This design comes from an exercise in tuning for small area, a short achievable clock period and few clock cycles on the open sky130 flow, not from production work.
At most, simulation tests tie the RTL to the original design; equivalence was not proved.
Function not checked in run 4: the RTL went through the layout flow alone.
No activity file was given, so power comes from the tool's default toggle rates.

--- run.sh ---
#!/bin/bash
# synth_recipe.tcl (not shown) runs the flow's synth.tcl, then flattens the netlist and writes it again
# the make line also repeats each setting of config.mk as NAME=value (left out here)
make -C /OpenROAD-flow-scripts/flow DESIGN_CONFIG=/design/flow/config.mk WORK_HOME=/design/flow/orfs CLKGATE_MAP_FILE= SYNTH_SCRIPT=/design/flow/synth_recipe.tcl finish
--- config.mk ---
export PLATFORM = sky130hd
export DESIGN_NAME = piu
export DESIGN_NICKNAME = piu
export VERILOG_FILES = /design/flow/design.v
export SDC_FILE = /design/flow/constraint.sdc
export NUM_CORES = 4
export LEC_CHECK = 0
export ABC_AREA = 1
export CAP_MARGIN = 20
export CORE_MARGIN = 2
export CORE_UTILIZATION = 40
export SLEW_MARGIN = 20
--- constraint.sdc ---
create_clock -name core_clock -period 10.0 [get_ports {clk}]
set_input_delay 2.0000 -clock core_clock [delete_from_list [all_inputs] [get_ports {clk}]]
set_output_delay 2.0000 -clock core_clock [all_outputs]
set_load 0.01 [all_outputs]
--- design.v ---
module piu_div #(parameter STEPS = 2) (
    input  wire [17:0] dq_i,
    input  wire [5:0]  rem_i,
    input  wire [6:0]  d,
    output reg  [17:0] dq_o,
    output reg  [5:0]  rem_o
);
    reg [6:0] t;
    reg [7:0] df;
    integer k;
    always @(*) begin
        dq_o  = dq_i;
        rem_o = rem_i;
        for (k = 0; k < STEPS; k = k + 1) begin
            t     = {rem_o, dq_o[17]};
            df    = {1'b0, t} - {1'b0, d};
            dq_o  = {dq_o[16:0], ~df[7]};
            rem_o = df[7] ? t[5:0] : df[5:0];
        end
    end
endmodule
module piu (
    input  wire        clk,
    input  wire        rst,
    input  wire        req_valid,
    input  wire        req_write,
    input  wire [2:0]  req_addr,
    input  wire [31:0] req_wdata,
    output wire        req_ready,
    output reg         rsp_valid,
    output reg  [31:0] rsp_data,
    output wire        mem_en,
    output wire [10:0] mem_addr,
    input  wire [63:0] mem_rdata
);
    localparam A_PLEN = 3'd0, A_DLEN = 3'd1, A_WIDTH = 3'd2, A_IDX = 3'd3,
               A_RESULT = 3'd4, A_STATUS = 3'd5, A_CTRL = 3'd6, A_CMD = 3'd7;
    localparam S_IDLE = 0,    
               S_DIV  = 1,    
               S_PRD  = 2,    
               S_SMUL = 3,    
               S_SACC = 4,    
               S_SRD  = 5,    
               S_HRD  = 6,    
               S_HSC  = 7,    
               S_HPRD = 8,    
               S_DATA = 9,    
               S_DAT2 = 10,   
               S_FIN  = 11;   
    localparam NS = 12;
    reg [31:0] plen;
    reg [11:0] dlen;
    reg [5:0]  width;
    reg [31:0] idx;
    reg [31:0] result;
    reg [6:0]  st;
    reg        genfull;
    reg [5:0]  wb;
    reg [NS-1:0] s;
    reg        rdy;
    reg        chk;         
    reg        hm;          
    reg        hml;         
    reg        xw;          
    reg        p2;          
    reg [2:0]  ps;          
    reg [17:0] dq;          
    reg [5:0]  rem;         
    reg [3:0]  dcnt;        
    reg [1:0]  chunk;       
    reg [10:0] ma;          
    reg [5:0]  sh;          
    reg [2:0]  top;         
    reg [2:0]  rd_sel;
    assign req_ready = rdy;
    always @(*) begin
        case (rd_sel)
            A_PLEN:   rsp_data = plen;
            A_DLEN:   rsp_data = {20'd0, dlen};
            A_WIDTH:  rsp_data = {26'd0, width};
            A_IDX:    rsp_data = idx;
            A_RESULT: rsp_data = result;
            A_STATUS: rsp_data = {25'd0, st};
            A_CTRL:   rsp_data = {31'd0, genfull};
            default:  rsp_data = 32'd0;
        endcase
    end
    function [5:0] bitlen;
        input [31:0] n;
        integer i;
        begin
            bitlen = 6'd0;
            for (i = 0; i < 32; i = i + 1)
                if (n[i]) bitlen = i[5:0] + 6'd1;
        end
    endfunction
    wire [5:0] wbio = wb;
    wire [5:0] wbs  = (wb < 6'd4) ? 6'd4 : wb;
    function [2:0] pshift;
        input [5:0] w;
        begin
            if (w == 6'd4) pshift = 3'd4;
            else if (w == 6'd8) pshift = 3'd3;
            else if (w >= 6'd13 && w <= 6'd16) pshift = 3'd2;
            else if (w >= 6'd22 && w <= 6'd32) pshift = 3'd1;
            else pshift = 3'd0;
        end
    endfunction
    wire        acc   = req_valid & rdy;
    wire        wr    = acc & req_write;
    wire        cmdw  = wr & (req_addr == A_CMD);
    wire [3:0]  op    = req_wdata[31:28];
    wire        fmt_c = (op == 4'h4) | (op == 4'h5) | (op == 4'h8) | (op == 4'h9);
    wire        hi_nz = |req_wdata[27:12];
    wire        lo_nz = |req_wdata[11:0];
    wire        ill   = (op == 4'hB) | (op == 4'hE) | (op == 4'hF) | hi_nz | (~fmt_c & lo_nz);
    wire        go    = cmdw & ~ill;
    wire [11:0] lin_bs  = req_wdata[11:0];
    wire [5:0]  lin_bio = {req_wdata[11:10], req_wdata[7:6], req_wdata[3:2]};
    wire        plen_z    = (plen == 32'd0);
    wire        dlen_z    = (dlen == 12'd0);
    wire        wpad_bad  = (width == 6'd0) | (width > 6'd32);
    wire        wspan_bad = (width > 6'd32);
    wire        idx_big   = |idx[31:17];
    wire        idx_hmbig = (idx >= 32'd14336);    
    wire        getok     = ~plen_z & ~dlen_z;
    wire [2:0]  ps_bs = pshift(wbs);
    wire [2:0]  ps_w  = pshift(width);
    reg  [6:0] fpw;
    always @(*) begin
        case (width)
            6'd1:  fpw = 7'd64;  6'd2:  fpw = 7'd32;  6'd3:  fpw = 7'd21;
            6'd4:  fpw = 7'd16;  6'd5:  fpw = 7'd12;  6'd6:  fpw = 7'd10;
            6'd7:  fpw = 7'd9;   6'd8:  fpw = 7'd8;   6'd9:  fpw = 7'd7;
            6'd10: fpw = 7'd6;   6'd11: fpw = 7'd5;   6'd12: fpw = 7'd5;
            6'd13, 6'd14, 6'd15, 6'd16: fpw = 7'd4;
            6'd17, 6'd18, 6'd19, 6'd20, 6'd21: fpw = 7'd3;
            default: fpw = 7'd2;
        endcase
    end
    wire [17:0] dv_q;
    wire [5:0]  dv_r;
    piu_div #(.STEPS(2)) u_div (.dq_i(dq), .rem_i(rem), .d(fpw), .dq_o(dv_q), .rem_o(dv_r));
    reg [17:0] d7_q;
    reg [2:0]  d7_r;
    reg [3:0]  t7;
    integer k;
    always @(*) begin
        d7_q = dq;
        d7_r = rem[2:0];
        for (k = 0; k < 7; k = k + 1) begin
            t7   = {d7_r, d7_q[17]};
            d7_q = {d7_q[16:0], (t7 >= 4'd7)};
            d7_r = (t7 >= 4'd7) ? t7[2:0] + 3'd1 : t7[2:0];    
        end
    end
    wire [5:0]  p2r   = idx[5:0] & ~(6'h3F << ps);    
    reg  [5:0]  mul_b;
    always @(*) begin
        if (s[S_SMUL]) begin
            case (chunk)
                2'd0:    mul_b = idx[5:0];
                2'd1:    mul_b = idx[11:6];
                default: mul_b = {1'b0, idx[16:12]};
            endcase
        end else mul_b = p2 ? p2r : rem;
    end
    wire [11:0] prod = width * mul_b;
    wire [11:0] tmp  = {ma[5:0], rem};
    wire [17:0] acc_sum = dq + (chunk == 2'd1 ? {6'd0, tmp} : {tmp, 6'd0});
    wire [17:0] pq     = p2 ? {1'b0, idx[16:0] >> ps} : dq;    
    wire        povf   = pq >= {6'd0, dlen};
    wire [6:0]  send   = {1'b0, sh} + {1'b0, width};
    wire        scross = send > 7'd64;
    wire [11:0] dlm1   = dlen - 12'd1;
    wire        strunc = (dq >= {6'd0, dlen}) | (scross & (dq >= {6'd0, dlm1}));
    wire [10:0] q7     = dq[10:0];
    wire [2:0]  r7     = rem[2:0];
    wire        hm_out = (q7 > ma) | ((q7 == ma) & (r7 >= top));
    wire [14:0] hm_l   = {ma, top} - {4'd0, ma};
    reg  [2:0] wtop;
    integer j;
    always @(*) begin
        wtop = 3'd0;
        for (j = 0; j < 7; j = j + 1)
            if (mem_rdata[9*j +: 9] != 9'd0) wtop = j[2:0] + 3'd1;
    end
    wire [63:0] r5 = sh[5] ? {mem_rdata[31:0], mem_rdata[63:32]} : mem_rdata;
    wire [63:0] r4 = sh[4] ? {r5[15:0], r5[63:16]} : r5;
    wire [63:0] r3 = sh[3] ? {r4[7:0],  r4[63:8]}  : r4;
    wire [63:0] r2 = sh[2] ? {r3[3:0],  r3[63:4]}  : r3;
    wire [63:0] r1 = sh[1] ? {r2[1:0],  r2[63:2]}  : r2;
    wire [31:0] rot = sh[0] ? {r1[0], r1[31:1]} : r1[31:0];
    wire [5:0]  fw = hm ? 6'd9 : width;
    wire [4:0]  nsh = ~sh[4:0];
    reg  [31:0] fmask, lomask;
    integer b;
    always @(*) begin
        for (b = 0; b < 32; b = b + 1) begin
            fmask[b]  = fw[5] | (b < fw[4:0]);
            lomask[b] = ~sh[5] | (b <= nsh);         
        end
    end
    wire [31:0] emask = fmask & (s[S_DAT2] ? ~lomask : lomask);
    wire [31:0] ext   = (rot & emask) | (result & {32{s[S_DAT2]}});
    wire [9:0]  hmv = {1'b0, result[8:0]} - 10'd65;
    assign mem_en   = s[S_PRD] | s[S_SRD] | s[S_HRD] | s[S_HPRD] | (s[S_DATA] & xw);
    assign mem_addr = s[S_PRD] ? pq[10:0] : ((s[S_SRD] | s[S_HPRD]) ? dq[10:0] : ma);
    wire smul_done = (chunk == 2'd0) & (idx[16:6] == 11'd0);
    wire sacc_done = (chunk == 2'd2) | (idx[16:12] == 5'd0);
    wire hsc_done  = (wtop != 3'd0) | (ma == 11'd0);
    reg [NS-1:0] ns;
    always @(*) begin
        ns = s;
        if (s[S_DIV] & (dcnt == 4'd1)) ns = 1 << S_PRD;
        if (s[S_PRD])  ns = povf ? (1 << S_IDLE) : (1 << S_DATA);
        if (s[S_SMUL]) ns = smul_done ? (1 << S_SRD) : (chunk == 2'd0) ? (1 << S_SMUL) : (1 << S_SACC);
        if (s[S_SACC]) ns = sacc_done ? (1 << S_SRD) : (1 << S_SMUL);
        if (s[S_SRD])  ns = strunc ? (1 << S_IDLE) : (1 << S_DATA);
        if (s[S_HRD])  ns = 1 << S_HSC;
        if (s[S_HSC])  ns = hsc_done ? (hml ? (1 << S_FIN) : (1 << S_HPRD)) : (1 << S_HRD);
        if (s[S_HPRD]) ns = hm_out ? (1 << S_IDLE) : (1 << S_DATA);
        if (s[S_DATA]) ns = xw ? (1 << S_DAT2) : ((chk | hm) ? (1 << S_FIN) : (1 << S_IDLE));
        if (s[S_DAT2]) ns = chk ? (1 << S_FIN) : (1 << S_IDLE);
        if (s[S_FIN])  ns = 1 << S_IDLE;
        if (go) begin
            case (op)
            4'h6: ns = (wpad_bad | idx_big) ? (1 << S_IDLE) : (ps_w != 3'd0) ? (1 << S_PRD) : (1 << S_DIV);
            4'h7: ns = (wspan_bad | (idx_big & (width != 6'd0))) ? (1 << S_IDLE) : (1 << S_SMUL);
            4'h8: ns = ~getok ? (1 << S_IDLE) : (ps_bs != 3'd0) ? (1 << S_PRD) : (1 << S_DIV);
            4'h9: ns = ~getok ? (1 << S_IDLE) : (1 << S_SMUL);
            4'hA: ns = 1 << S_FIN;
            4'hC: ns = (~genfull | dlen_z | idx_hmbig) ? (1 << S_IDLE) : (1 << S_HRD);
            4'hD: ns = ~genfull ? (1 << S_IDLE) : dlen_z ? (1 << S_FIN) : (1 << S_HRD);
            default: ;
            endcase
        end
    end
    wire rdy_n = (ns[S_IDLE] | ns[S_FIN] |
                  (ns[S_DATA] & ~chk & ~hm & ~(s[S_SRD] & scross)) |
                  (ns[S_DAT2] & ~chk)) & ~(wr & (req_addr == A_PLEN));
    wire op_clr = go & (op == 4'h1);
    always @(posedge clk) begin
        wb <= bitlen(plen - 32'd1);
        if (rst) begin
            plen    <= 32'd0;
            dlen    <= 12'd0;
            width   <= 6'd0;
            idx     <= 32'd0;
            genfull <= 1'b0;
            result  <= 32'd0;
            st      <= 7'd0;
        end else begin
            if (op_clr) begin
                plen    <= 32'd0;
                dlen    <= 12'd0;
                genfull <= 1'b0;
            end else if (wr) begin
                if (req_addr == A_PLEN) plen <= req_wdata;
                if (req_addr == A_DLEN) dlen <= (req_wdata > 32'd2048) ? 12'd2048 : req_wdata[11:0];
                if (req_addr == A_CTRL) genfull <= req_wdata[0];
            end
            if (op_clr) width <= 6'd0;
            else if (wr & (req_addr == A_WIDTH)) width <= (|req_wdata[31:6]) ? 6'd63 : req_wdata[5:0];
            else if (go & (((op == 4'h8) & getok) | ((op == 4'h2) & ~plen_z))) width <= wbs;
            else if (go & (((op == 4'h9) & getok) | ((op == 4'h3) & ~plen_z))) width <= wbio;
            if (op_clr) idx <= 32'd0;
            else if (wr & (req_addr == A_IDX)) idx <= req_wdata;
            else if (go & (((op == 4'h8) & getok) | (op == 4'h4))) idx <= {20'd0, lin_bs};
            else if (go & (((op == 4'h9) & getok) | (op == 4'h5))) idx <= {26'd0, lin_bio};
            if (op_clr | (go & ((op == 4'h8) | (op == 4'h9)) & ~plen_z & dlen_z)) result <= 32'd0;
            else if (s[S_DATA] | s[S_DAT2]) result <= ext;
            else if (s[S_FIN] & hml) result <= {17'd0, hm_l};
            else if (s[S_FIN] & hm) result <= {{22{hmv[9]}}, hmv};
            if (s[S_PRD] & povf) st <= 7'h04;
            else if (s[S_SRD] & strunc) st <= 7'h04;
            else if (s[S_HPRD] & hm_out) st <= 7'h06;
            else if (s[S_DATA]) st <= {xw, 2'b01, 4'd0};
            else if (s[S_FIN] & hml) st <= 7'h10;
            else if (s[S_FIN] & chk) st <= (result >= plen) ? 7'h05 : {st[6:4], 4'd0};
            if (cmdw) begin
                if (ill) st <= 7'h01;
                else case (op)
                    4'h1, 4'h4, 4'h5: st <= 7'h00;
                    4'h2, 4'h3: st <= plen_z ? 7'h02 : 7'h00;
                    4'h6: if (wpad_bad) st <= 7'h03; else if (idx_big) st <= 7'h04;
                    4'h7: if (wspan_bad) st <= 7'h03; else if (idx_big & (width != 6'd0)) st <= 7'h04;
                    4'h8, 4'h9: if (plen_z) st <= 7'h02; else if (dlen_z) st <= 7'h30;
                    4'hC: if (~genfull) st <= 7'h20; else if (dlen_z | idx_hmbig) st <= 7'h06;
                    4'hD: if (~genfull) st <= 7'h20; else if (dlen_z) st <= 7'h10;
                    default: ;
                endcase
            end
        end
    end
    always @(posedge clk) begin
        if (rst) begin
            s         <= 1 << S_IDLE;
            rdy       <= 1'b1;
            rsp_valid <= 1'b0;
        end else begin
            s         <= ns;
            rdy       <= rdy_n;
            rsp_valid <= acc & ~req_write;
        end
    end
    always @(posedge clk) begin
        if (acc) rd_sel <= req_addr;
        if (cmdw) begin
            chk   <= (op == 4'h8) | (op == 4'h9) | (op == 4'hA);
            hm    <= (op == 4'hC);
            hml   <= (op == 4'hD);
            xw    <= 1'b0;
            chunk <= 2'd0;
            ps    <= (op == 4'h8) ? ps_bs : ps_w;
            p2    <= (op == 4'h8) ? (ps_bs != 3'd0) : (ps_w != 3'd0);
            top   <= 3'd0;
            ma    <= dlen_z ? 11'd0 : dlm1[10:0];
            rem   <= 6'd0;
            if (op == 4'h8) begin
                dq   <= {lin_bs, 6'd0};
                dcnt <= 4'd6;
            end else if (op == 4'hC) begin
                dq   <= {idx[13:0], 4'd0};
                dcnt <= 4'd2;
            end else if (idx[16:12] == 5'd0) begin
                dq   <= {idx[11:0], 6'd0};
                dcnt <= 4'd6;
            end else begin
                dq   <= {1'b0, idx[16:0]};
                dcnt <= 4'd9;
            end
        end else begin
            if (s[S_DIV]) begin
                dq   <= dv_q;
                rem  <= dv_r;
                dcnt <= dcnt - 4'd1;
            end
            if ((s[S_HRD] | s[S_HSC]) & (dcnt != 4'd0)) begin
                dq   <= d7_q;
                rem  <= {3'd0, d7_r};
                dcnt <= dcnt - 4'd1;
            end
            if (s[S_PRD]) sh <= prod[5:0];
            if (s[S_HPRD]) sh <= {r7, 3'd0} + {3'd0, r7};
            if (s[S_SMUL]) begin
                if (chunk == 2'd0) begin
                    sh    <= prod[5:0];
                    dq    <= {12'd0, prod[11:6]};
                    chunk <= 2'd1;
                end else begin
                    ma[5:0] <= prod[11:6];
                    rem     <= prod[5:0];
                end
            end
            if (s[S_SACC]) begin
                dq    <= acc_sum;
                chunk <= 2'd2;
            end
            if (s[S_SRD]) begin
                xw <= scross;
                ma <= dq[10:0] + 11'd1;
            end
            if (s[S_HSC]) begin
                top <= wtop;
                if (~hsc_done) ma <= ma - 11'd1;
            end
        end
    end
endmodule
==> metrics.json, run 1 <==
{
  "outcome": {"value": "finished clean"},
  "grt_pass1_vias": {"value": 24550},
  "global_route.usage.total": {"value": 32.6, "unit": "%"},
  "synth_fp_nets": {"value": 4011},
  "global_route.overflow_total": {"value": 0},
  "die_width": {"value": 244, "unit": "µm"},
  "cap_violations": {"value": 0},
  "cts-root-to-sink-buffers": {"value": 3},
  "rsz0062_at_grt": {"value": "no"},
  "hold_wc_path_type": {"value": "flop to flop"},
  "post_layout_nonfiller_instances": {"value": 4549},
  "grt_util_met3": {"value": 6.09, "unit": "%"},
  "pin_count": {"value": 149},
  "worst_path_buffer_plus_inverter_count": {"value": 4},
  "grt_max_degree": {"value": 91},
  "ratio_of_cells_with_drive_above_1_in_the_final_layout": {"value": 4.56, "unit": "%"},
  "cts_tree": {"value": "done"},
  "syn_to_final_growth": {"value": 13.5, "unit": "%"},
  "synth_top_flop_cell": {"value": "sky130_fd_sc_hd__dfxtp_1"},
  "clk_pin_slew_worst_paths": {"value": 0.07, "unit": "ns"},
  "final_period_minus_worst_setup_slack": {"value": 6.20, "unit": "ns"},
  "reg2reg_slack": {"value": 3.80, "unit": "ns"},
  "worst_ep_arrival_time": {"value": 6.65, "unit": "ns"},
  "post-synth-top-area-cell": {"value": "sky130_fd_sc_hd__dfxtp_1"},
  "fin_hold_ws": {"value": 0.467, "unit": "ns"},
  "finish.instance_area": {"value": 0.0261, "unit": "mm²"},
  "replace_congestion": {"value": 1.07},
  "synth_top_cells_by_area": {"value": "sky130_fd_sc_hd__dfxtp_1, sky130_fd_sc_hd__nand2_1, sky130_fd_sc_hd__ha_1, sky130_fd_sc_hd__o21ai_0, sky130_fd_sc_hd__inv_1"},
  "finalHoldViolCount": {"value": 0},
  "insertion_delay": {"value": 0.58, "unit": "ns"},
  "power_leakage": {"value": 11.5, "unit": "nW"},
  "global_route_wire_length_before_repair": {"value": 150000, "unit": "µm"},
  "cp.required": {"value": 10.46, "unit": "ns"},
  "via_per_inst": {"value": 5.88},
  "layout.nets": {"value": 4070},
  "drc_errors": {"value": 0},
  "post_synth.cell_area_avg": {"value": 6.18, "unit": "µm²"},
  "floorplan.core_area": {"value": 0.0566, "unit": "mm²"},
  "met2_layer_usage_reported_by_global_route": {"value": 50.2, "unit": "%"},
  "register_bit_count_reported_by_yosys": {"value": 210},
  "final.setup_skew": {"value": 0.0312, "unit": "ns"},
  "synth.yosys.warnings": {"value": 2},
  "crit_fanout": {"value": 17},
  "synth-edff-count": {"value": 20},
  "setup_violations": {"value": 0},
  "antenna_violating_nets_post_route": {"value": 0},
  "cts_root_buffer": {"value": "sky130_fd_sc_hd__clkbuf_16"},
  "dr.first_iter.drc_count": {"value": 3197},
  "antenna_found_initial": {"value": 1},
  "seq_total_area_yosys": {"value": 19.2, "unit": "%"},
  "post_cts_hold_buffer_count": {"value": 0},
  "placement_rows": {"value": 87},
  "crit_family": {"value": "adder cells"},
  "post_cts_resized": {"value": 0},
  "fp.dieH": {"value": 244, "unit": "µm"},
  "timing.critical_path.slowest_cell_delay": {"value": 0.71, "unit": "ns"},
  "synthMostInstantiatedCell": {"value": "sky130_fd_sc_hd__nand2_1"},
  "post-dp-hpwl": {"value": 79300, "unit": "µm"},
  "p_per_area": {"value": 142, "unit": "mW/mm²"},
  "met1_usage": {"value": 45.0, "unit": "%"},
  "cts.sinks": {"value": 210},
  "numCtsBuffers": {"value": 26},
  "finalMaxSlewViolations": {"value": 0},
  "drt_pass1_iterations": {"value": 6},
  "postSynth.asyncResetShare": {"value": 0, "unit": "%"},
  "wl": {"value": 100000, "unit": "µm"},
  "max_freq": {"value": 0.161, "unit": "GHz"},
  "grt.busiest_layer": {"value": "met2"},
  "relSlewSlack": {"value": 27.8, "unit": "%"},
  "setup_crit_end_kind": {"value": "flop"},
  "ir_drop": {"value": 131, "unit": "µV"},
  "start_util": {"value": 40.6, "unit": "%"},
  "fp.dieArea": {"value": 0.0593, "unit": "mm²"},
  "cts.repair_timing.setup_buffer_count": {"value": 0},
  "share_of_the_cycle_needed_by_the_critical_path_after_routing": {"value": 62.0, "unit": "%"},
  "tightest_slew": {"value": 1.08, "unit": "ns"},
  "utilization": {"value": 46.1, "unit": "%"},
  "critPathKind": {"value": "flop to flop"},
  "syn-instance-count": {"value": 3715},
  "post-synth-top-area-fraction": {"value": 16.6, "unit": "%"},
  "routed-via-count": {"value": 26728},
  "insertedDiodeCount": {"value": 0},
  "synth_area": {"value": 0.0230, "unit": "mm²"},
  "wire_per_inst": {"value": 22.0, "unit": "µm"},
  "critical_path.startpoint_type": {"value": "flop"},
  "maximum_level_of_the_cts_h_tree": {"value": 1},
  "dp_cells": {"value": 4500},
  "synth_commonest_cells": {"value": "sky130_fd_sc_hd__nand2_1, sky130_fd_sc_hd__inv_1, sky130_fd_sc_hd__nor2_1, sky130_fd_sc_hd__o21ai_0, sky130_fd_sc_hd__a21oi_1"},
  "final.setup.tns": {"value": 0, "unit": "ns"},
  "placed_area": {"value": 0.0251, "unit": "mm²"},
  "port-buffer-count": {"value": 148},
  "crit_path_top_delay_cell": {"value": "sky130_fd_sc_hd__edfxtp_1"},
  "yosysUniqueCellTypes": {"value": 72}
}
[metal layers]
layer  up-vias  part of all wire (%)
met3       222                    10
li1      12818                     -
met4         0                   4.3
met1     12335                    43
met2      1353                    43
met5         -                     0
[cell families (layout without fill, tap and decap cells)]
group,count (synthesis),after routing,synth area share [%]
and+or+nand+nor,1567,1567,29.0
AOI/OAI and AO/OA,1020,1020,26.4
buffers and inverters,626,704,10.3
DFF,210,210,19.2
adders and majority gates,193,193,11.2
xor gates and xnor gates,82,82,3.13
muxes,17,17,0.741
[per-stage QoR]
step	total power, mW	setup WS (ns)
floorplan	2.12	5.25
global placement	2.61	4.12
detailed placement	2.62	3.95
CTS	3.68	3.92
global route	3.94	3.36
finish	3.70	3.80
[worst min-delay path, stage by stage (launching register included)]
cell and delay, ns:
sky130_fd_sc_hd__dfxtp_1 0.32, sky130_fd_sc_hd__nand2_1 0.08, sky130_fd_sc_hd__nor3_1 0.05
[cells in the final DEF, fill, tap and decap left out, types with 18 or more instances in the layout]
| cell | Yosys | layout |
|---|---|---|
| sky130_fd_sc_hd__a211oi_1 | 19 | 19 |
| sky130_fd_sc_hd__a21oi_1 | 324 | 323 |
| sky130_fd_sc_hd__a221oi_1 | 23 | 23 |
| sky130_fd_sc_hd__a31oi_1 | 23 | 23 |
| sky130_fd_sc_hd__buf_4 | 0 | 40 |
| sky130_fd_sc_hd__clkbuf_16 | 0 | 31 |
| sky130_fd_sc_hd__clkdlybuf4s50_1 | 0 | 148 |
| sky130_fd_sc_hd__dfxtp_1 | 190 | 190 |
| sky130_fd_sc_hd__edfxtp_1 | 20 | 20 |
| sky130_fd_sc_hd__fa_1 | 22 | 22 |
| sky130_fd_sc_hd__ha_1 | 171 | 171 |
| sky130_fd_sc_hd__inv_1 | 436 | 436 |
| sky130_fd_sc_hd__inv_2 | 18 | 18 |
| sky130_fd_sc_hd__nand2_1 | 805 | 805 |
| sky130_fd_sc_hd__nand3_1 | 124 | 124 |
| sky130_fd_sc_hd__nand4_1 | 47 | 47 |
| sky130_fd_sc_hd__nor2_1 | 430 | 429 |
| sky130_fd_sc_hd__nor3_1 | 58 | 56 |
| sky130_fd_sc_hd__nor4_1 | 34 | 34 |
| sky130_fd_sc_hd__o2111ai_1 | 22 | 22 |
| sky130_fd_sc_hd__o211ai_1 | 52 | 52 |
| sky130_fd_sc_hd__o21ai_0 | 361 | 361 |
| sky130_fd_sc_hd__o221ai_1 | 50 | 50 |
| sky130_fd_sc_hd__o22ai_1 | 41 | 41 |
| sky130_fd_sc_hd__xor2_1 | 69 | 69 |
[report_power, final]
group	switching [mW]	internal (mW)
combinational	1.10	0.555
clock	0.424	0.640
sequential	0.0883	0.896
total	1.61	2.09
[state kept, by name, summed over array words and instances (netlist names), 6 cells and up, named ones only]
register,cells
dq,18
result,32
dlen,12
sh,6
wb,6
plen,32
rem,6
width,6
s,12
idx,32
ma,11
st,7
[final cells by class]
type	count	area [µm²]
flip-flops and latches	210	4400
clock buffers	34	797
well taps	756	946
repair buffers	190	1790
clock inverters	13	156
inverters	467	1750
fillers	6146	30500
multi-input cells	2879	16200
[worst paths after layout]
check	start	to	cells after the start
max	p2$_DFFE_PP_	ma[4]$_DFF_P_	26
min	rdy$_SDFF_PP1_	rsp_valid$_SDFF_PP0_	2
max reg2reg	p2$_DFFE_PP_	ma[4]$_DFF_P_	26
min reg2reg	rdy$_SDFF_PP1_	rsp_valid$_SDFF_PP0_	2
Testbench counts, summed over its fixed seeds: cycles 18,215.
==> run 2, diff against run 1 <==
--- a/config.mk
+++ b/config.mk
@@ -9,4 +9,7 @@
 export CAP_MARGIN = 20
 export CORE_MARGIN = 2
 export CORE_UTILIZATION = 40
+export GPL_TIMING_DRIVEN = 1
+export SETUP_SLACK_MARGIN = 5
 export SLEW_MARGIN = 20
+export TNS_END_PERCENT = 100
==> run 2 against run 1 <==
Net effect:
- count of clock-buffer cells in the layout did not move
- non-clock buffer count rose by 66
- largest cell class unchanged
- critical path depth fell by 17
- die area did not move
- sequential power barely moved
- first-iteration DRC count barely moved
- highest routed layer unchanged
- routed wire length rose by 1.8%
- worst setup slack improved by 1.2 ns
- still clean on timing, DRC and antenna
- combinational power rose by 4%
- register-to-register slack improved by 1.3 ns
- total power rose by 2.2%
==> metrics.json, run 2 <==
{
  "outcome": {"value": "finished clean"},
  "drc_errors": {"value": 0, "change": "unchanged"},
  "setup_crit_end_kind": {"value": "output pin"},
  "final_period_minus_worst_setup_slack": {"value": 5.02, "unit": "ns", "change": "-1.17 ns"},
  "postSynth.asyncResetShare": {"value": 0, "unit": "%", "change": "unchanged"},
  "cts.sinks": {"value": 210, "change": "unchanged"},
  "synth_commonest_cells": {"value": "sky130_fd_sc_hd__nand2_1, sky130_fd_sc_hd__inv_1, sky130_fd_sc_hd__nor2_1, sky130_fd_sc_hd__o21ai_0, sky130_fd_sc_hd__a21oi_1"},
  "setup_violations": {"value": 0, "change": "unchanged"},
  "post_synth.cell_area_avg": {"value": 6.18, "unit": "µm²", "change": "unchanged"},
  "seq_total_area_yosys": {"value": 19.2, "unit": "%", "change": "unchanged"},
  "fp.dieH": {"value": 244, "unit": "µm", "change": "unchanged"},
  "critical_path.startpoint_type": {"value": "flop"},
  "yosysUniqueCellTypes": {"value": 72, "change": "unchanged"},
  "cts_root_buffer": {"value": "sky130_fd_sc_hd__clkbuf_16"},
  "holdCritStartpoint": {"value": "idx[21]$_SDFFE_PP0P_"},
  "final.setup_skew": {"value": 0.0304, "unit": "ns", "change": "-0.000837 ns"},
  "drt_pass1_iterations": {"value": 6, "change": "unchanged"},
  "relSlewSlack": {"value": 17.4, "unit": "%", "change": "-10 points"},
  "worst_ep_arrival_time": {"value": 3.02, "unit": "ns", "change": "-3.63 ns"},
  "synth_fp_nets": {"value": 4011, "change": "unchanged"},
  "numCtsBuffers": {"value": 26, "change": "unchanged"},
  "cap_violations": {"value": 0, "change": "unchanged"},
  "power_leakage": {"value": 11.9, "unit": "nW", "change": "+4.0%"},
  "die_width": {"value": 244, "unit": "µm", "change": "unchanged"},
  "register_bit_count_reported_by_yosys": {"value": 210, "change": "unchanged"},
  "start_util": {"value": 40.6, "unit": "%", "change": "unchanged"},
  "rsz0062_at_grt": {"value": "yes"},
  "grt_max_degree": {"value": 91, "change": "unchanged"},
  "port-buffer-count": {"value": 148, "change": "unchanged"},
  "cts-root-to-sink-buffers": {"value": 3, "change": "unchanged"},
  "routed-via-count": {"value": 27141, "change": "+1.5%"},
  "utilization": {"value": 47.9, "unit": "%", "change": "+1.9 points"},
  "global_route.usage.total": {"value": 32.9, "unit": "%", "change": "+0.24 points"},
  "maximum_level_of_the_cts_h_tree": {"value": 1, "change": "unchanged"},
  "wire_per_inst": {"value": 22.1, "unit": "µm", "change": "+0.30%"},
  "largestRegisters": {"value": "idx: 32 flops, plen: 32 flops, result: 32 flops"},
  "clk_pin_slew_worst_paths": {"value": 0.07, "unit": "ns", "change": "about the same"},
  "insertion_delay": {"value": 0.58, "unit": "ns", "change": "about the same"},
  "synth_top_cells_by_area": {"value": "sky130_fd_sc_hd__dfxtp_1, sky130_fd_sc_hd__nand2_1, sky130_fd_sc_hd__ha_1, sky130_fd_sc_hd__o21ai_0, sky130_fd_sc_hd__inv_1"},
  "hold_wc_path_type": {"value": "flop to flop"},
  "regToRegStartpoint": {"value": "idx[3]$_SDFFE_PP0P_"},
  "final_critical_path_setup_slack": {"value": 4.98, "unit": "ns", "change": "+1.17 ns"},
  "top_library_cells_by_usage_in_the_layout_fill_and_taps_aside": {"value": "sky130_fd_sc_hd__nand2_1, sky130_fd_sc_hd__inv_1, sky130_fd_sc_hd__nor2_1"},
  "via_per_inst": {"value": 5.88, "change": "about the same"},
  "post-synth-top-area-fraction": {"value": 16.6, "unit": "%", "change": "unchanged"},
  "antenna_violating_nets_post_route": {"value": 0, "change": "unchanged"},
  "placement_rows": {"value": 87, "change": "unchanged"},
  "synth.yosys.warnings": {"value": 2, "change": "unchanged"},
  "critical_path.cell_chain": {"value": "buf_4 > clkinvlp_4 > buf_4 > buf_4 > o21ai_0 > o221ai_2 > nand2_1 > o311ai_0 > clkdlybuf4s50_1"},
  "ir_drop": {"value": 132, "unit": "µV", "change": "+0.25%"},
  "dr.first_iter.drc_count": {"value": 3198, "change": "+0.031%"},
  "finalMaxSlewViolations": {"value": 0, "change": "unchanged"},
  "synth_area": {"value": 0.0230, "unit": "mm²", "change": "unchanged"},
  "antenna_found_initial": {"value": 2, "change": "+1"},
  "max_freq": {"value": 0.199, "unit": "GHz", "change": "+23%"},
  "wl": {"value": 102000, "unit": "µm", "change": "+1.8%"},
  "syn_to_final_growth": {"value": 18.2, "unit": "%"},
  "insertedDiodeCount": {"value": 0, "change": "unchanged"},
  "p_per_area": {"value": 140, "unit": "mW/mm²", "change": "-1.8%"},
  "timing.critical_path.slowest_cell_delay": {"value": 0.54, "unit": "ns", "change": "-0.17 ns"},
  "mostFrequentLayoutCell": {"value": "sky130_fd_sc_hd__nand2_1"},
  "post-dp-hpwl": {"value": 79300, "unit": "µm", "change": "unchanged"},
  "crit_path_top_delay_cell": {"value": "sky130_fd_sc_hd__clkdlybuf4s50_1"},
  "synth-edff-count": {"value": 20, "change": "unchanged"},
  "cp.required": {"value": 8.00, "unit": "ns", "change": "-2.46 ns"},
  "global_route_wire_length_before_repair": {"value": 151000, "unit": "µm", "change": "+0.83%"},
  "tightest_slew": {"value": 1.23, "unit": "ns", "change": "+0.148 ns"},
  "synthMostInstantiatedCell": {"value": "sky130_fd_sc_hd__nand2_1"},
  "worst_setup_slack_post_dpl": {"value": 3.95, "unit": "ns", "change": "unchanged"},
  "ratio_of_cells_with_drive_above_1_in_the_final_layout": {"value": 8.50, "unit": "%", "change": "+3.9 points"},
  "filler_cell_count": {"value": 6077, "change": "-1.1%"},
  "syn-instance-count": {"value": 3715, "change": "unchanged"},
  "grt_pass1_vias": {"value": 24673, "change": "+0.50%"},
  "pin_count": {"value": 149, "change": "unchanged"},
  "synth_top_flop_cell": {"value": "sky130_fd_sc_hd__dfxtp_1"},
  "floorplan.core_area": {"value": 0.0566, "unit": "mm²", "change": "unchanged"},
  "layout.nets": {"value": 4137, "change": "+1.6%"},
  "fp.dieArea": {"value": 0.0593, "unit": "mm²", "change": "unchanged"},
  "global_route.overflow_total": {"value": 0, "change": "unchanged"},
  "cts_tree": {"value": "done"},
  "post_cts_hold_buffer_count": {"value": 0, "change": "unchanged"},
  "crit_top_cell": {"value": "sky130_fd_sc_hd__buf_4"},
  "share_of_the_cycle_needed_by_the_critical_path_after_routing": {"value": 50.2, "unit": "%", "change": "-12 points"},
  "finalHoldViolCount": {"value": 0, "change": "unchanged"},
  "replace_congestion": {"value": 1.07, "change": "unchanged"},
  "final.setup.tns": {"value": 0, "unit": "ns", "change": "unchanged"},
  "crit_fanout": {"value": 6, "change": "-11"},
  "critPathKind": {"value": "flop to output pin"},
  "worstSetupStartpoint": {"value": "ps[1]$_DFFE_PP_"},
  "post-synth-top-area-cell": {"value": "sky130_fd_sc_hd__dfxtp_1"}
}
-- run 2: repair_timing --
| action | 4_1_cts | 5_1_grt |
|---|---|---|
| hold endpoints to repair | 0 | 0 |
| buffers inserted | 14 | 52 |
| gates cloned | 2 | 0 |
| gates resized for setup | 53 | 92 |
| endpoints found under the setup margin | 94 | 57 |
| pin swaps | 4 | 38 |
-- run 2: cell families after synthesis --
group                      after synthesis  synth area share (%)
AOI/OAI and AO/OA                     1020                  26.4
xor gates and xnor gates                82                  3.13
adders and majority gates              193                  11.2
buffers and inverters                  626                  10.3
DFF                                    210                  19.2
muxes                                   17                 0.741
and+or+nand+nor                       1567                  29.0
-- run 2: routing by layer --
layer / global-route usage (%) / routed length [µm] / vias up
met4: 13.1 / 4660 / 0
li1: - / - / 12970
met2: 50.3 / 43200 / 1407
met5: 0 / 0 / -
met3: 6.15 / 10500 / 241
met1: 45.4 / 43700 / 12523
-- run 2: where the power goes --
part	switching [mW]	internal, mW
clock network	0.428	0.640
logic	1.14	0.595
registers	0.0890	0.896
total	1.66	2.13
-- run 2: path summary, 6_finish.rpt --
kind | cells after the start | slack, ns | to
hold reg to reg | 2 | 0.47 | idx[21]$_SDFFE_PP0P_
hold / removal | 2 | 0.47 | idx[21]$_SDFFE_PP0P_
setup / recovery | 9 | 4.98 | mem_addr[6]
setup reg to reg | 23 | 5.15 | ma[4]$_DFF_P_
-- run 2: cell type report --
type / instances / area [µm²] / area share [%]
multi-input combinational: 2879 / 16600 / 61.2
sequential: 210 / 4430 / 16.3
timing repair buffer: 256 / 2390 / 8.80
inverter: 467 / 1790 / 6.60
tap: 756 / 946 / 3.49
clock buffer: 34 / 797 / 2.94
clock inverter: 13 / 156 / 0.577
timing repair inverter: 1 / 5.00 / 0.0184
-- run 2: through the flow --
step | instance area [µm²] | hold slack, ns | instances | total power [mW]
after floorplan | 23000 | 0.436 | 3715 | 2.12
after global placement | 25100 | 0.449 | 4500 | 2.61
after detailed placement | 25100 | 0.456 | 4500 | 2.62
after CTS | 26400 | 0.465 | 4563 | 3.70
after global routing | 27100 | 0.495 | 4616 | 4.02
final | 27100 | 0.471 | 4616 | 3.79
-- run 2: critical path: cells and delay by family (launching register included) --
kind | cells | cell delay [ns]
flops | 1 | 0.38
buf+inv | 5 | 1.15
compound gates | 3 | 0.79
simple gates | 1 | 0.13
==> run 3, diff against run 2 <==
==> flow/run.sh (new file) <==
#!/bin/bash
set -euo pipefail
sed -E 's/SETUP_SLACK_MARGIN=[0-9.]+/SETUP_SLACK_MARGIN=6.5/' standard.sh > standard_margin.sh
bash standard_margin.sh > standard.log 2>&1
==> standard.sh (new file) <==
#!/bin/bash
# synth_recipe.tcl (not shown) runs the flow's synth.tcl, then flattens the netlist and writes it again
# the make line also repeats each setting of config.mk as NAME=value (left out here)
make -C /OpenROAD-flow-scripts/flow DESIGN_CONFIG=/design/flow/config.mk WORK_HOME=/design/flow/orfs CLKGATE_MAP_FILE= SYNTH_SCRIPT=/design/flow/synth_recipe.tcl "${@:-finish}"
removed: run.sh
==> run 3 against run 2 <==
Net effect:
- combinational power is 32% higher
- non-clock buffer count is 299 higher
- still clean on timing, DRC and antenna
- hold slack improved by 0.014 ns
- register-to-register slack improved by 0.07 ns
- total power increased by 13%
- worst setup slack improved by 0.24 ns
- first-iteration DRC count is 3.6% lower
- maximum frequency up 5.1%
- core utilization rose by 11 points
- routed wire length grew 13%
- clock skew down 0.010 ns
- critical endpoint is now dq[4]$_DFF_P_
- count of clock-buffer cells in the layout up 1
==> metrics.json, run 3 <==
{
  "post_layout_nonfiller_instances": {"value": 4919, "change": "+6.6%"},
  "synth_area": {"value": 0.0230, "unit": "mm²", "change": "unchanged"},
  "dr.first_iter.drc_count": {"value": 3084, "change": "-3.6%"},
  "setup_crit_end_kind": {"value": "flop"},
  "largestRegisters": {"value": "idx: 32 flops, plen: 32 flops, result: 32 flops"},
  "placement_rows": {"value": 87, "change": "unchanged"},
  "start_util": {"value": 40.6, "unit": "%", "change": "unchanged"},
  "finalHoldViolCount": {"value": 0, "change": "unchanged"},
  "final.setup.tns": {"value": 0, "unit": "ns", "change": "unchanged"},
  "worst_ep_arrival_time": {"value": 5.21, "unit": "ns", "change": "+2.19 ns"},
  "cts_root_buffer": {"value": "sky130_fd_sc_hd__clkbuf_16"},
  "numCtsBuffers": {"value": 26, "change": "unchanged"},
  "clk_pin_slew_worst_paths": {"value": 0.07, "unit": "ns", "change": "about the same"},
  "maximum_level_of_the_cts_h_tree": {"value": 1, "change": "unchanged"},
  "wl": {"value": 116000, "unit": "µm", "change": "+13%"},
  "port-buffer-count": {"value": 148, "change": "unchanged"},
  "post-synth-top-area-fraction": {"value": 16.6, "unit": "%", "change": "unchanged"},
  "cts-root-to-sink-buffers": {"value": 3, "change": "unchanged"},
  "grt_pass1_vias": {"value": 27320, "change": "+11%"},
  "ratio_of_cells_with_drive_above_1_in_the_final_layout": {"value": 31.9, "unit": "%", "change": "+23 points"},
  "power_frac_clock": {"value": 23.0, "unit": "%", "change": "-5.2 points"},
  "synth_area_in_xor_xnor": {"value": 3.13, "unit": "%", "change": "unchanged"},
  "post-dp-hpwl": {"value": 79800, "unit": "µm", "change": "+0.65%"},
  "postSynth.asyncResetShare": {"value": 0, "unit": "%", "change": "unchanged"},
  "syn-instance-count": {"value": 3715, "change": "unchanged"},
  "sw_frac_of_total": {"value": 44.9, "unit": "%", "change": "+1.2 points"},
  "grt_max_degree": {"value": 91, "change": "unchanged"},
  "power_leakage": {"value": 14.5, "unit": "nW", "change": "+22%"},
  "post-synth-top-area-cell": {"value": "sky130_fd_sc_hd__dfxtp_1"},
  "filler_cell_count": {"value": 5344, "change": "-12%"},
  "synthSimpleGateAreaFrac": {"value": 29.0, "unit": "%", "change": "unchanged"},
  "post_synth.cell_area_avg": {"value": 6.18, "unit": "µm²", "change": "unchanged"},
  "mostFrequentLayoutCell": {"value": "sky130_fd_sc_hd__nand2_1"},
  "p_comb_share": {"value": 53.5, "unit": "%", "change": "+7.7 points"},
  "seq_total_area_yosys": {"value": 19.2, "unit": "%", "change": "unchanged"},
  "yosysUniqueCellTypes": {"value": 72, "change": "unchanged"},
  "crit_fanout": {"value": 5, "change": "-1"},
  "switchingPower": {"value": 1.91, "unit": "mW", "change": "+16%"},
  "relSlewSlack": {"value": 26.7, "unit": "%", "change": "+9.2 points"},
  "fp.dieH": {"value": 244, "unit": "µm", "change": "unchanged"},
  "cap_violations": {"value": 0, "change": "unchanged"},
  "register_bit_count_reported_by_yosys": {"value": 210, "change": "unchanged"},
  "p_per_area": {"value": 127, "unit": "mW/mm²", "change": "-9.2%"},
  "synth_commonest_cells": {"value": "sky130_fd_sc_hd__nand2_1, sky130_fd_sc_hd__inv_1, sky130_fd_sc_hd__nor2_1, sky130_fd_sc_hd__o21ai_0, sky130_fd_sc_hd__a21oi_1"},
  "drt_pass1_iterations": {"value": 7, "change": "+1"},
  "drc_errors": {"value": 0, "change": "unchanged"},
  "antenna_found_initial": {"value": 3, "change": "+1"},
  "utilization": {"value": 59.4, "unit": "%", "change": "+11 points"},
  "pin_count": {"value": 149, "change": "unchanged"},
  "synth_compound_area_share": {"value": 26.4, "unit": "%", "change": "unchanged"},
  "global_route.overflow_total": {"value": 0, "change": "unchanged"},
  "synth.yosys.warnings": {"value": 2, "change": "unchanged"},
  "replace_congestion": {"value": 1.03, "change": "-3.2%"},
  "synth-edff-count": {"value": 20, "change": "unchanged"},
  "routed-via-count": {"value": 29795, "change": "+9.8%"},
  "outcome": {"value": "finished clean"},
  "via_per_inst": {"value": 6.06, "change": "+3.0%"},
  "dp_cells": {"value": 4495, "change": "-0.11%"},
  "antenna_violating_nets_post_route": {"value": 0, "change": "unchanged"},
  "global_route_wire_length_before_repair": {"value": 167000, "unit": "µm", "change": "+10%"},
  "synth_top_flop_cell": {"value": "sky130_fd_sc_hd__dfxtp_1"},
  "cts_tree": {"value": "done"},
  "max_freq": {"value": 0.209, "unit": "GHz", "change": "+5.1%"},
  "fin_hold_ws": {"value": 0.485, "unit": "ns", "change": "+0.0140 ns"},
  "synthMostInstantiatedCell": {"value": "sky130_fd_sc_hd__nand2_1"},
  "insertion_delay": {"value": 0.58, "unit": "ns", "change": "about the same"},
  "setup_violations": {"value": 0, "change": "unchanged"},
  "finalMaxSlewViolations": {"value": 0, "change": "unchanged"},
  "critical_path.startpoint_type": {"value": "flop"},
  "final.setup_skew": {"value": 0.0200, "unit": "ns", "change": "-0.0104 ns"},
  "adder_cell_share_of_the_synthesized_area": {"value": 11.2, "unit": "%", "change": "unchanged"},
  "hold_wc_path_type": {"value": "flop to flop"},
  "top_library_cells_by_usage_in_the_layout_fill_and_taps_aside": {"value": "sky130_fd_sc_hd__nand2_1, sky130_fd_sc_hd__nor2_1, sky130_fd_sc_hd__inv_1"},
  "seqPwrFrac": {"value": 23.5, "unit": "%", "change": "-2.5 points"},
  "cp.required": {"value": 10.43, "unit": "ns", "change": "+2.43 ns"},
  "final_period_minus_worst_setup_slack": {"value": 4.78, "unit": "ns", "change": "-0.244 ns"},
  "synth_top_cells_by_area": {"value": "sky130_fd_sc_hd__dfxtp_1, sky130_fd_sc_hd__nand2_1, sky130_fd_sc_hd__ha_1, sky130_fd_sc_hd__o21ai_0, sky130_fd_sc_hd__inv_1"},
  "floorplan.core_area": {"value": 0.0566, "unit": "mm²", "change": "unchanged"},
  "internal_power": {"value": 2.35, "unit": "mW", "change": "+10%"},
  "synth_top_family_by_area": {"value": "simple AND/OR/NAND/NOR gates"},
  "syn_to_final_growth": {"value": 46.4, "unit": "%"},
  "share_of_the_cycle_needed_by_the_critical_path_after_routing": {"value": 47.8, "unit": "%", "change": "-2.4 points"},
  "layout.nets": {"value": 4438, "change": "+7.3%"},
  "cts.sinks": {"value": 210, "change": "unchanged"},
  "tightest_slew": {"value": 1.10, "unit": "ns", "change": "-0.131 ns"},
  "die_width": {"value": 244, "unit": "µm", "change": "unchanged"},
  "ir_drop": {"value": 142, "unit": "µV", "change": "+7.6%"},
  "rsz0062_at_grt": {"value": "yes"},
  "fp.dieArea": {"value": 0.0593, "unit": "mm²", "change": "unchanged"},
  "critPathKind": {"value": "flop to flop"},
  "global_route.usage.total": {"value": 36.3, "unit": "%", "change": "+3.5 points"},
  "post_synth_mux_area_share": {"value": 0.741, "unit": "%", "change": "unchanged"},
  "post_cts_hold_buffer_count": {"value": 0, "change": "unchanged"},
  "synth_fp_nets": {"value": 4011, "change": "unchanged"},
  "wire_per_inst": {"value": 23.5, "unit": "µm", "change": "+6.3%"}
}
run 3: cell counts after synthesis:
No cell type changed its count.
run 3: final timing paths:
check                       start                   end  slack [ns]  depth (start not counted)
min          idx[31]$_SDFFE_PP0P_  idx[31]$_SDFFE_PP0P_        0.48                          2
min reg2reg  idx[31]$_SDFFE_PP0P_  idx[31]$_SDFFE_PP0P_        0.48                          2
max reg2reg  idx[12]$_SDFFE_PP0P_         dq[4]$_DFF_P_        5.22                         23
max          idx[12]$_SDFFE_PP0P_         dq[4]$_DFF_P_        5.22                         23
run 3: repair_timing:
| item | 4_1_cts | 5_1_grt |
|---|---|---|
| endpoints found under the hold margin | 0 | 0 |
| setup endpoints to repair | 243 | 228 |
| resized for setup | 1191 | 483 |
| setup buffers | 277 | 77 |
| pin swaps | 223 | 183 |
| gates cloned | 19 | 2 |
run 3: through the flow:
| stage | instance area, µm² | power, mW | setup slack [ns] |
|---|---|---|---|
| after detailed placement | 25500 | 2.66 | 4.38 |
| after global placement | 25500 | 2.66 | 4.40 |
| final | 33600 | 4.26 | 5.22 |
| after global routing | 33600 | 4.48 | 5.03 |
| after CTS | 31100 | 3.97 | 5.30 |
| after floorplan | 23500 | 2.16 | 5.74 |
run 3: metal layers:
layer  up-vias  global-route usage, %  wire length [µm]
met3       443                   7.05             12800
met2      1815                   56.6             50300
met4         2                   18.6              7390
met5         -                      0                12
li1      13576                      -                 -
met1     13959                   47.7             45100
run 3: area by class of cell:
class / instances / area, µm² / area share, %
clock inverters: 13 / 105 / 0.313
repair buffers: 555 / 5400 / 16.1
well taps: 756 / 946 / 2.82
multi-input cells: 2882 / 20000 / 59.5
diodes: 1 / 2.50 / 0.00745
clock buffers: 35 / 756 / 2.25
inverters: 467 / 1930 / 5.76
flip-flops and latches: 210 / 4480 / 13.3
run 3: cell families after synthesis:
| logic type | count (synthesis) |
|---|---|
| adders and majority gates | 193 |
| buffers and inverters | 626 |
| and+or+nand+nor | 1567 |
| DFF | 210 |
| xor gates and xnor gates | 82 |
| muxes | 17 |
| AOI/OAI and AO/OA | 1020 |
run 3: power by group through the flow:
| stage | clock (mW) | sequential, mW | combinational, mW |
|---|---|---|---|
| floorplan | 0 | 0.959 | 1.20 |
| global placement | 0 | 1.01 | 1.65 |
| detailed placement | 0 | 1.01 | 1.66 |
| CTS | 0.979 | 0.988 | 2.00 |
| global route | 1.01 | 0.999 | 2.47 |
| finish | 0.982 | 1.00 | 2.28 |
run 3: worst max-delay path, cell delays in order (launching register included):
cell and delay, ns:
sky130_fd_sc_hd__dfxtp_1 0.50, sky130_fd_sc_hd__inv_2 0.21, sky130_fd_sc_hd__a22oi_1 0.21, sky130_fd_sc_hd__o211ai_1 0.12, sky130_fd_sc_hd__nand2_2 0.20, sky130_fd_sc_hd__nand2_1 0.11, sky130_fd_sc_hd__fa_1 0.56, sky130_fd_sc_hd__fa_1 0.43
sky130_fd_sc_hd__fa_1 0.50, sky130_fd_sc_hd__inv_2 0.05, sky130_fd_sc_hd__ha_4 0.25, sky130_fd_sc_hd__a21oi_2 0.14, sky130_fd_sc_hd__nand2_2 0.08, sky130_fd_sc_hd__a21oi_2 0.14, sky130_fd_sc_hd__nor2_2 0.07, sky130_fd_sc_hd__nor2_1 0.08
sky130_fd_sc_hd__nor2_1 0.06, sky130_fd_sc_hd__o21ai_1 0.11, sky130_fd_sc_hd__nand2_1 0.10, sky130_fd_sc_hd__xor2_2 0.22, sky130_fd_sc_hd__o211ai_1 0.19, sky130_fd_sc_hd__o21ai_1 0.13, sky130_fd_sc_hd__nand2_1 0.09, sky130_fd_sc_hd__o211ai_1 0.08
==> run 4, diff against run 3 <==
--- a/design.v
+++ b/design.v
@@ -72,6 +72,7 @@
     reg [5:0]  sh;          
     reg [2:0]  top;         
     reg [2:0]  rd_sel;
+    reg        use_ma;      
     assign req_ready = rdy;
     always @(*) begin
         case (rd_sel)
@@ -122,7 +123,7 @@
     wire        wpad_bad  = (width == 6'd0) | (width > 6'd32);
     wire        wspan_bad = (width > 6'd32);
     wire        idx_big   = |idx[31:17];
-    wire        idx_hmbig = (idx >= 32'd14336);    
+    wire        idx_hmbig = (|idx[31:14]) | (idx[13] & idx[12] & idx[11]);    
     wire        getok     = ~plen_z & ~dlen_z;
     wire [2:0]  ps_bs = pshift(wbs);
     wire [2:0]  ps_w  = pshift(width);
@@ -154,7 +155,7 @@
             d7_r = (t7 >= 4'd7) ? t7[2:0] + 3'd1 : t7[2:0];    
         end
     end
-    wire [5:0]  p2r   = idx[5:0] & ~(6'h3F << ps);    
+    wire [5:0]  p2r   = {2'b00, idx[3:0] & ~(4'hF << ps)};    
     reg  [5:0]  mul_b;
     always @(*) begin
         if (s[S_SMUL]) begin
@@ -168,12 +169,12 @@
     wire [11:0] prod = width * mul_b;
     wire [11:0] tmp  = {ma[5:0], rem};
     wire [17:0] acc_sum = dq + (chunk == 2'd1 ? {6'd0, tmp} : {tmp, 6'd0});
-    wire [17:0] pq     = p2 ? {1'b0, idx[16:0] >> ps} : dq;    
-    wire        povf   = pq >= {6'd0, dlen};
     wire [6:0]  send   = {1'b0, sh} + {1'b0, width};
     wire        scross = send > 7'd64;
     wire [11:0] dlm1   = dlen - 12'd1;
-    wire        strunc = (dq >= {6'd0, dlen}) | (scross & (dq >= {6'd0, dlm1}));
+    wire [12:0] dlw    = {1'b0, dlen} - {1'b0, dq[11:0]};
+    wire        povf   = (|dq[17:12]) | dlw[12] | (dlw[11:0] == 12'd0);
+    wire        strunc = povf | (scross & (dlw == 13'd1));
     wire [10:0] q7     = dq[10:0];
     wire [2:0]  r7     = rem[2:0];
     wire        hm_out = (q7 > ma) | ((q7 == ma) & (r7 >= top));
@@ -205,7 +206,7 @@
     wire [31:0] ext   = (rot & emask) | (result & {32{s[S_DAT2]}});
     wire [9:0]  hmv = {1'b0, result[8:0]} - 10'd65;
     assign mem_en   = s[S_PRD] | s[S_SRD] | s[S_HRD] | s[S_HPRD] | (s[S_DATA] & xw);
-    assign mem_addr = s[S_PRD] ? pq[10:0] : ((s[S_SRD] | s[S_HPRD]) ? dq[10:0] : ma);
+    assign mem_addr = use_ma ? ma : dq[10:0];
     wire smul_done = (chunk == 2'd0) & (idx[16:6] == 11'd0);
     wire sacc_done = (chunk == 2'd2) | (idx[16:12] == 5'd0);
     wire hsc_done  = (wtop != 3'd0) | (ma == 11'd0);
@@ -257,7 +258,7 @@
                 genfull <= 1'b0;
             end else if (wr) begin
                 if (req_addr == A_PLEN) plen <= req_wdata;
-                if (req_addr == A_DLEN) dlen <= (req_wdata > 32'd2048) ? 12'd2048 : req_wdata[11:0];
+                if (req_addr == A_DLEN) dlen <= ((|req_wdata[31:12]) | (req_wdata[11] & (|req_wdata[10:0]))) ? 12'd2048 : req_wdata[11:0];
                 if (req_addr == A_CTRL) genfull <= req_wdata[0];
             end
             if (op_clr) width <= 6'd0;
@@ -297,10 +298,12 @@
         if (rst) begin
             s         <= 1 << S_IDLE;
             rdy       <= 1'b1;
+            use_ma    <= 1'b0;
             rsp_valid <= 1'b0;
         end else begin
             s         <= ns;
             rdy       <= rdy_n;
+            use_ma    <= ns[S_HRD] | ns[S_DATA];
             rsp_valid <= acc & ~req_write;
         end
     end
@@ -318,11 +321,14 @@
             ma    <= dlen_z ? 11'd0 : dlm1[10:0];
             rem   <= 6'd0;
             if (op == 4'h8) begin
-                dq   <= {lin_bs, 6'd0};
+                dq   <= (ps_bs != 3'd0) ? {6'd0, lin_bs >> ps_bs} : {lin_bs, 6'd0};
                 dcnt <= 4'd6;
             end else if (op == 4'hC) begin
                 dq   <= {idx[13:0], 4'd0};
                 dcnt <= 4'd2;
+            end else if (ps_w != 3'd0) begin
+                dq   <= {1'b0, idx[16:0] >> ps_w};
+                dcnt <= 4'd6;
             end else if (idx[16:12] == 5'd0) begin
                 dq   <= {idx[11:0], 6'd0};
                 dcnt <= 4'd6;
==> run.sh (new file) <==
#!/bin/bash
# synth_recipe.tcl (not shown) runs the flow's synth.tcl, then flattens the netlist and writes it again
# the make line also repeats each setting of config.mk as NAME=value (left out here)
make -C /OpenROAD-flow-scripts/flow DESIGN_CONFIG=/design/flow/config.mk WORK_HOME=/design/flow/orfs CLKGATE_MAP_FILE= SYNTH_SCRIPT=/design/flow/synth_recipe.tcl finish
removed: flow/run.sh
removed: standard.sh
==> run 4 against run 3 <==
Net effect:
- clock skew is 0.018 ns higher
- cell count is 6.5% lower
- critical path depth shrank 17
- total power down 2.2%
- still clean on timing, DRC and antenna
- sequential power about the same
- via count fell by 9.1%
- maximum frequency shrank 3.3%
- critical endpoint is now rsp_data[6]
- combinational power is 6% lower
==> metrics.json, run 4 <==
{
  "outcome": {"value": "finished clean"},
  "final_critical_path_setup_slack": {"value": 5.06, "unit": "ns", "change": "-0.161 ns"},
  "setup_violations": {"value": 0, "change": "unchanged"},
  "top_library_cells_by_usage_in_the_layout_fill_and_taps_aside": {"value": "sky130_fd_sc_hd__nand2_1, sky130_fd_sc_hd__inv_1, sky130_fd_sc_hd__nor2_1"},
  "critPathKind": {"value": "flop to output pin"},
  "finalMaxSlewViolations": {"value": 0, "change": "unchanged"},
  "wl": {"value": 103000, "unit": "µm", "change": "-11%"},
  "floorplan.core_area": {"value": 0.0565, "unit": "mm²", "change": "-0.19%"},
  "fin_hold_ws": {"value": 0.461, "unit": "ns", "change": "-0.0238 ns"},
  "synth.yosys.warnings": {"value": 2, "change": "unchanged"},
  "synth_area": {"value": 0.0229, "unit": "mm²", "change": "-0.41%"},
  "global_route_wire_length_before_repair": {"value": 154000, "unit": "µm", "change": "-7.9%"},
  "yosysUniqueCellTypes": {"value": 73, "change": "+1.4%"},
  "multiInputGateArea": {"value": 0.0165, "unit": "mm²", "change": "-17%"},
  "global_route.overflow_total": {"value": 0, "change": "unchanged"},
  "global_route.usage.total": {"value": 33.6, "unit": "%", "change": "-2.7 points"},
  "critical_path.startpoint_type": {"value": "flop"},
  "layout.nets": {"value": 4097, "change": "-7.7%"},
  "synth_top_cells_by_area": {"value": "sky130_fd_sc_hd__dfxtp_1, sky130_fd_sc_hd__nand2_1, sky130_fd_sc_hd__o21ai_0, sky130_fd_sc_hd__ha_1, sky130_fd_sc_hd__inv_1"},
  "start_util": {"value": 40.5, "unit": "%", "change": "-0.088 points"},
  "cts.sinks": {"value": 211, "change": "+0.48%"},
  "synth_fp_nets": {"value": 3988, "change": "-0.57%"},
  "grt_pass1_vias": {"value": 24812, "change": "-9.2%"},
  "ir_drop": {"value": 137, "unit": "µV", "change": "-3.0%"},
  "cts_tree": {"value": "done"},
  "post_synth.cell_area_avg": {"value": 6.15, "unit": "µm²", "change": "-0.41%"},
  "register_bit_count_reported_by_yosys": {"value": 211, "change": "+0.48%"},
  "filler_cell_count": {"value": 6066, "change": "+14%"},
  "placed_area": {"value": 0.0250, "unit": "mm²", "change": "-1.9%"},
  "worstSetupStartpoint": {"value": "rd_sel[0]$_DFFE_PP_"},
  "post-synth-top-area-fraction": {"value": 16.7, "unit": "%", "change": "+0.16 points"},
  "relSlewSlack": {"value": 29.6, "unit": "%", "change": "+2.9 points"},
  "synth-edff-count": {"value": 20, "change": "unchanged"},
  "p_per_area": {"value": 155, "unit": "mW/mm²", "change": "+23%"},
  "pin_count": {"value": 149, "change": "unchanged"},
  "synth_commonest_cells": {"value": "sky130_fd_sc_hd__nand2_1, sky130_fd_sc_hd__inv_1, sky130_fd_sc_hd__nor2_1, sky130_fd_sc_hd__o21ai_0, sky130_fd_sc_hd__a21oi_1"},
  "replace_congestion": {"value": 1.04, "change": "+0.47%"},
  "grt_max_degree": {"value": 83, "change": "-8.8%"},
  "totalPowerFinal": {"value": 4.17, "unit": "mW", "change": "-2.2%"},
  "share_of_the_cycle_needed_by_the_critical_path_after_routing": {"value": 49.4, "unit": "%", "change": "+1.6 points"},
  "routed-via-count": {"value": 27097, "change": "-9.1%"},
  "worstSetupEndpoint": {"value": "rsp_data[6]"},
  "post_layout_nonfiller_instances": {"value": 4601, "change": "-6.5%"},
  "rsz0062_at_grt": {"value": "yes"},
  "cp.required": {"value": 8.00, "unit": "ns", "change": "-2.43 ns"},
  "drt_pass1_iterations": {"value": 6, "change": "-1"},
  "setup_crit_end_kind": {"value": "output pin"},
  "final.setup_skew": {"value": 0.0377, "unit": "ns", "change": "+0.0177 ns"},
  "hold_wc_path_type": {"value": "flop to flop"},
  "max_freq": {"value": 0.202, "unit": "GHz", "change": "-3.3%"},
  "wire_per_inst": {"value": 22.5, "unit": "µm", "change": "-4.4%"},
  "dr.first_iter.drc_count": {"value": 3241, "change": "+5.1%"},
  "drc_errors": {"value": 0, "change": "unchanged"},
  "insertion_delay": {"value": 0.59, "unit": "ns", "change": "about the same"},
  "storage_element_area": {"value": 0.00446, "unit": "mm²", "change": "-0.39%"},
  "port-buffer-count": {"value": 148, "change": "unchanged"},
  "tightest_slew": {"value": 1.04, "unit": "ns", "change": "-0.0534 ns"},
  "synth_top_flop_cell": {"value": "sky130_fd_sc_hd__dfxtp_1"},
  "post-synth-top-area-cell": {"value": "sky130_fd_sc_hd__dfxtp_1"},
  "numCtsBuffers": {"value": 27, "change": "+3.8%"},
  "placement_rows": {"value": 87, "change": "unchanged"},
  "reg2reg_slack": {"value": 5.08, "unit": "ns", "change": "-0.14 ns"},
  "finish.instance_area": {"value": 0.0268, "unit": "mm²", "change": "-20%"},
  "final.setup.tns": {"value": 0, "unit": "ns", "change": "unchanged"},
  "cap_violations": {"value": 0, "change": "unchanged"},
  "die_width": {"value": 243, "unit": "µm", "change": "-0.20%"},
  "worst_ep_arrival_time": {"value": 2.94, "unit": "ns", "change": "-2.27 ns"},
  "clk_pin_slew_worst_paths": {"value": 0.07, "unit": "ns", "change": "about the same"},
  "crit_fanout": {"value": 10, "change": "+5"},
  "cts_root_buffer": {"value": "sky130_fd_sc_hd__clkbuf_16"},
  "via_per_inst": {"value": 5.89, "change": "-2.8%"},
  "syn-instance-count": {"value": 3715, "change": "unchanged"},
  "ratio_of_cells_with_drive_above_1_in_the_final_layout": {"value": 8.06, "unit": "%", "change": "-24 points"},
  "mostFrequentLayoutCell": {"value": "sky130_fd_sc_hd__nand2_1"},
  "worst-r2r-cell-count": {"value": 26, "change": "+13%"},
  "syn_to_final_growth": {"value": 17.2, "unit": "%"},
  "regToRegStartpoint": {"value": "chunk[0]$_SDFFE_PP0P_"},
  "cts-root-to-sink-buffers": {"value": 3, "change": "unchanged"},
  "power_leakage": {"value": 11.5, "unit": "nW", "change": "-21%"},
  "worst_setup_slack_post_dpl": {"value": 4.03, "unit": "ns", "change": "-0.352 ns"},
  "fp.dieArea": {"value": 0.0591, "unit": "mm²", "change": "-0.40%"},
  "finalHoldViolCount": {"value": 0, "change": "unchanged"},
  "maximum_level_of_the_cts_h_tree": {"value": 1, "change": "unchanged"},
  "antenna_violating_nets_post_route": {"value": 0, "change": "unchanged"},
  "seq_total_area_yosys": {"value": 19.3, "unit": "%", "change": "+0.17 points"},
  "largestRegisters": {"value": "idx: 32 flops, plen: 32 flops, result: 32 flops"},
  "dp_cells": {"value": 4502, "change": "+0.16%"},
  "synthMostInstantiatedCell": {"value": "sky130_fd_sc_hd__nand2_1"},
  "fp.dieH": {"value": 243, "unit": "µm", "change": "-0.20%"},
  "rr_endpoint": {"value": "dq[4]$_DFF_P_"},
  "postSynth.asyncResetShare": {"value": 0, "unit": "%", "change": "unchanged"},
  "final_period_minus_worst_setup_slack": {"value": 4.94, "unit": "ns", "change": "+0.161 ns"},
  "post-dp-hpwl": {"value": 81000, "unit": "µm", "change": "+1.5%"},
  "utilization": {"value": 47.4, "unit": "%", "change": "-12 points"},
  "antenna_found_initial": {"value": 1, "change": "-2"}
}
run 4: worst min path at each step:
stage | startpoint | endpoint | slack, ns | cells after the start
2_1_floorplan | s[6]$_SDFF_PP0_ | s[7]$_SDFF_PP0_ | 0.44 | 2
3_3_place_gp | idx[28]$_SDFFE_PP0P_ | idx[28]$_SDFFE_PP0P_ | 0.45 | 2
4_1_cts | idx[28]$_SDFFE_PP0P_ | idx[28]$_SDFFE_PP0P_ | 0.46 | 2
5_1_grt | idx[22]$_SDFFE_PP0P_ | idx[22]$_SDFFE_PP0P_ | 0.48 | 2
6_report | idx[28]$_SDFFE_PP0P_ | idx[28]$_SDFFE_PP0P_ | 0.46 | 2
3_5_place_dp | idx[28]$_SDFFE_PP0P_ | idx[28]$_SDFFE_PP0P_ | 0.45 | 2
run 4: final cells by class:
type | instances | area share, %
repair inverters | 2 | 0.0373
flip-flops and latches | 211 | 16.6
clock inverters | 16 | 0.621
well taps | 756 | 3.53
repair buffers | 230 | 8.00
multi-input cells | 2861 | 61.5
inverters | 491 | 6.99
clock buffers | 33 | 2.68
diodes | 1 | 0.00934
run 4: critical path: stages (launching register included):
cell and delay (ns):
sky130_fd_sc_hd__edfxtp_1 0.44, sky130_fd_sc_hd__nor2_1 0.09, sky130_fd_sc_hd__nand2_2 0.27, sky130_fd_sc_hd__clkinvlp_4 0.27, sky130_fd_sc_hd__a221oi_1 0.42, sky130_fd_sc_hd__o221ai_1 0.28, sky130_fd_sc_hd__clkdlybuf4s50_1 0.57
run 4: cell families (layout without fill, tap and decap cells):
family,Yosys count,count (layout),share of synthesized area [%]
AND/OR/NAND/NOR,1548,1548,28.6
AO/OA/AOI/OAI,1035,1036,27.1
buffers and inverters,644,772,10.7
flip-flops,211,211,19.3
adder cells (fa/ha/maj),170,170,10.1
XOR/XNOR,88,88,3.37
multiplexers,19,19,0.832
other,0,1,0
run 4: report_power, final:
| group | switching [mW] | internal (mW) |
|---|---|---|
| Sequential | 0.102 | 0.908 |
| Clock | 0.437 | 0.567 |
| Combinational | 1.42 | 0.734 |
| Total | 1.96 | 2.21 |
run 4: layer usage:
metal	wire, µm	track usage [%]	vias to the layer above
met5	13	0	-
met4	4750	13.1	2
met3	9460	5.35	238
met2	44200	51.7	1341
met1	45100	46.8	12594
li1	-	-	12922
run 4: timing repair:
item,CTS,global route
hold endpoints to repair,0,0
endpoints found under the setup margin,51,63
hold buffers,0,0
gates cloned,2,2
resized for setup,48,99
pin swaps,3,34
setup buffers,9,34

static timing again, ports no longer ideal:
In the flow no input, the clock included, has a driving cell. The finished layouts below were timed again as built, in two steps.
Step 1: set_driving_cell puts a clkbuf_16 on clk and a buf_2 on each other input, an assumption about the parent block.
Step 2 also shifts input and output timing later by t, the mid clock arrival at the registers, as if the neighbouring blocks saw the same clock.
Three values: ideal ports, drivers, drivers and shift; two values: the first two.
run	shift t [ns]	setup WS [ns]	worst setup path after step 2	cell pins on the clock port's net
run 1	0.622	3.803 / 3.803 / 3.803	register to register	1
run 2	0.627	4.977 / 4.916 / 4.616	input to register	1
run 3	0.632	5.221 / 5.221 / 5.047	input to register	1
run 4	0.630	5.060 / 4.998 / 4.630	input to register	1
After both steps every run listed still meets setup and hold. The setup slack of run 4, which loses most, moves by -0.062 ns with the drivers and by -0.430 ns with both steps.
